Context: an optimization exercise on an open-source flow, tuned for small area. The choices shown serve that exercise and are no tape-out recipe.
Function was checked by simulation only, so behaviour that the tests miss may differ from the original.
Power figures rest on the tool's default switching activity, not on a simulated workload. The flow treats the clock pin as an ideal source, which a real chip does not have.

Setup of run A:
## led_encoder
module led_encoder (
    input  wire       clk,
    input  wire       rst,         
    input  wire       wr_en,       
    input  wire [5:0] wr_idx,
    input  wire       wr_gamma,    
    input  wire [7:0] wr_r,
    input  wire [7:0] wr_g,
    input  wire [7:0] wr_b,
    input  wire       update,      
    output wire       ready,       
    output wire       line_en,     
    output wire       line         
);
Size: about 1600 flip-flops, about 38 I/O pins, about 48000 µm² of cells after synthesis.
export LEC_CHECK = 0
export CAP_MARGIN = 20
export CORE_MARGIN = 2
export CORE_UTILIZATION = 65
export CTS_CLUSTER_DIAMETER = 60
export CTS_CLUSTER_SIZE = 30
export SLEW_MARGIN = 20
export SYNTH_HIERARCHICAL = 1
export SYNTH_MINIMUM_KEEP_SIZE = 0
create_clock -name core_clock -period 20.0 [get_ports {clk}]
run.sh (not shown) runs the stock make flow with config.mk's settings and CLKGATE_MAP_FILE= SYNTH_SCRIPT=/design/flow/synth_recipe.tcl, a recipe that flattens the netlist after the stock synthesis.
Run A | status: complete | timing, DRC, antenna: pass
--- input diff run A..run B ---
==> flow/flow/run.sh (new file) <==
#!/bin/bash
# The standard layout flow, with clock tree synthesis arguments of its own
# (larger sink clusters, no dummy clock loads) and the smallest buffer on
# the ports.
export CTS_ARGS="-sink_clustering_enable -repair_clock_nets -sink_clustering_size 36 -sink_clustering_max_diameter 50 -dont_use_dummy_load"
export BUFFER_PORTS_ARGS="-buffer_cell sky130_fd_sc_hd__buf_1"
bash standard.sh > standard.log 2>&1
==> flow/standard.sh (new file) <==
#!/bin/bash
# synth_recipe.tcl (not shown) runs the flow's synth.tcl, then flattens the netlist and writes it again
# the make line also repeats each setting of config.mk as NAME=value (left out here)
make -C /OpenROAD-flow-scripts/flow DESIGN_CONFIG=/design/flow/config.mk WORK_HOME=/design/flow/orfs CLKGATE_MAP_FILE= SYNTH_SCRIPT=/design/flow/synth_recipe.tcl "${@:-finish}"
removed: flow/run.sh
- Comparing run B with run A, the post-cts hold buffer count came out essentially unchanged.
- Looking at register-to-register slack across run A and run B, the one that comes out higher is run B.
- The lower total power of run A and run B is in run A.
- Final non-filler cell area essentially unchanged between run A and run B.
Input changes introduced in run C (baseline for comparison: run B):
==> flow/flow/run.sh <==
#!/bin/bash
# The standard layout flow, with clock tree synthesis arguments of its own
# (larger sink clusters, no dummy clock loads) and the smallest buffer on
# the ports.
export CTS_ARGS="-sink_clustering_enable -repair_clock_nets -sink_clustering_size 44 -sink_clustering_max_diameter 45 -dont_use_dummy_load"
export BUFFER_PORTS_ARGS="-buffer_cell sky130_fd_sc_hd__buf_1"
bash standard.sh > standard.log 2>&1
[summary]
Run C -> run B: post-synthesis share of cell area spent on and, or, nand and nor gates delta 0, exact match
Uppermost layer routed = met5: run C; uppermost layer routed = met4: run B
Run B → run C: total DRC errors in the routed layout now sits at about the same level, setup slack grew by 0.041 ns.
diff inputs: run C => run D
==> flow/flow/run.sh <==
#!/bin/bash
# The standard layout flow, with clock tree synthesis arguments of its own:
# larger sink clusters and no dummy clock loads.
export CTS_ARGS="-sink_clustering_enable -repair_clock_nets -sink_clustering_size 30 -sink_clustering_max_diameter 60 -dont_use_dummy_load"
bash standard.sh > standard.log 2>&1
==> comparison <==
Run C completed every stage of the flow, and the final layout passed the timing, design-rule and antenna checks. Run D did not stop at any stage, and its layout met the timing, design-rule and antenna checks. Measured against each other, run C and run D differ in clock period minus worst slack, the higher figure coming from run D. Clock skew improves in run D relative to run C. Run D vs. run C: routed metal-1 wirelength fell by 1500 µm, met2 track demand over resource fell by 1.5 points, power consumed by the clock network fell by about 22%. The fraction of standard cell area that is sequential number comes out lower for run C vs run D. Diff run C -> run D: layout overhead on the synthesized area moved down, final cell area excluding filler cells fell 1.8%, worst setup slack after layout -0.32 ns. Looking at routed wire length across both flows, run D is the stronger of the two, with run C trailing.

========
led_encoder, a different RTL version from the one above (not shown whole).
Size: ~3400 cells after synthesis, roughly 47000 sq um of cells after synthesis.
Settings: LEC_CHECK=0, CAP_MARGIN=20, CORE_MARGIN=2, CORE_UTILIZATION=65, SLEW_MARGIN=20, SYNTH_HIERARCHICAL=1, SYNTH_MINIMUM_KEEP_SIZE=0; clock period 20.0 ns.
standard.sh (not shown) runs the stock make flow with config.mk's settings and CLKGATE_MAP_FILE= SYNTH_SCRIPT=/design/flow/synth_recipe.tcl, a recipe that flattens the netlist after the stock synthesis.
==> flow/flow/run.sh <==
#!/bin/bash
# The standard layout flow, with clock tree synthesis arguments of its own
# (larger sink clusters, no dummy clock loads) and the smallest buffer on
# the ports.
export CTS_ARGS="-sink_clustering_enable -repair_clock_nets -sink_clustering_size 32 -sink_clustering_max_diameter 65 -dont_use_dummy_load"
export BUFFER_PORTS_ARGS="-buffer_cell sky130_fd_sc_hd__buf_1"
bash standard.sh > standard.log 2>&1
The starting point passed the timing, design-rule and antenna checks.
Next try:
==> flow/flow/run.sh (replaced) <==
#!/bin/bash
# The standard layout flow, with clock tree synthesis arguments of its own
# (larger sink clusters, no dummy clock loads) and the smallest buffer on
# the ports.
export CTS_ARGS="-sink_clustering_enable -repair_clock_nets -sink_clustering_size 30 -sink_clustering_max_diameter 60 -dont_use_dummy_load"
export BUFFER_PORTS_ARGS="-buffer_cell sky130_fd_sc_hd__buf_1"
bash standard.sh > standard.log 2>&1
Outcome:
- The changed run ran to the end with no violations
- design area came out higher by 0.87%
- worst hold slack degrades by 0.0033 ns
- first-iteration DRC count goes up by 4.3%
- clock-buffer cell count increases by 17
- setup slack degrades by 0.018 ns
- sequential power stays flat
- utilization goes up by 0.62 points
- maximum frequency is about the same
- register-to-register slack gets better by 0.03 ns
- die area is unchanged

==> afterwards: timing with drivers on the ports <==
The flow's constraints put no driver on any port. The routed layouts listed below were extracted and timed again, unchanged, in two steps. Step 1: set_driving_cell puts a clkbuf_16 on clk and a buf_2 on each other input, an assumption about the parent block. Step 2 adds t to the input delays and takes it off the output delays; t is the mean of the earliest and latest rising clock arrival at the registers after step 1. Input paths then give back, and output paths get back, about the clock's delay inside the block. Slacks: ideal ports / drivers / drivers and shift; pairs: ideal ports / drivers.
run	shift t [ns]	setup WS [ns]	worst setup path after step 2	worst register clock-pin slew, ns	pins driven straight from the clock port
run A	0.730	10.652 / 10.700 / 9.970	input to register	0.11 / 0.11	1
run B	0.737	10.858 / 10.859 / 10.122	input to register	0.11 / 0.11	1
run C	0.731	10.899 / 10.896 / 10.165	input to register	0.09 / 0.09	1
run D	0.698	10.580 / 10.628 / 9.930	input to register	0.11 / 0.11	1
the first run of note 2	0.708	10.774 / 10.816 / 10.108	input to register	0.11 / 0.11	1
the second run of note 2	0.699	10.756 / 10.798 / 10.099	input to register	0.11 / 0.11	1
After both steps setup and hold are still met in every run listed. For run B, which loses most, drivers alone change the setup slack by +0.001 ns; drivers and shift together by -0.736 ns.
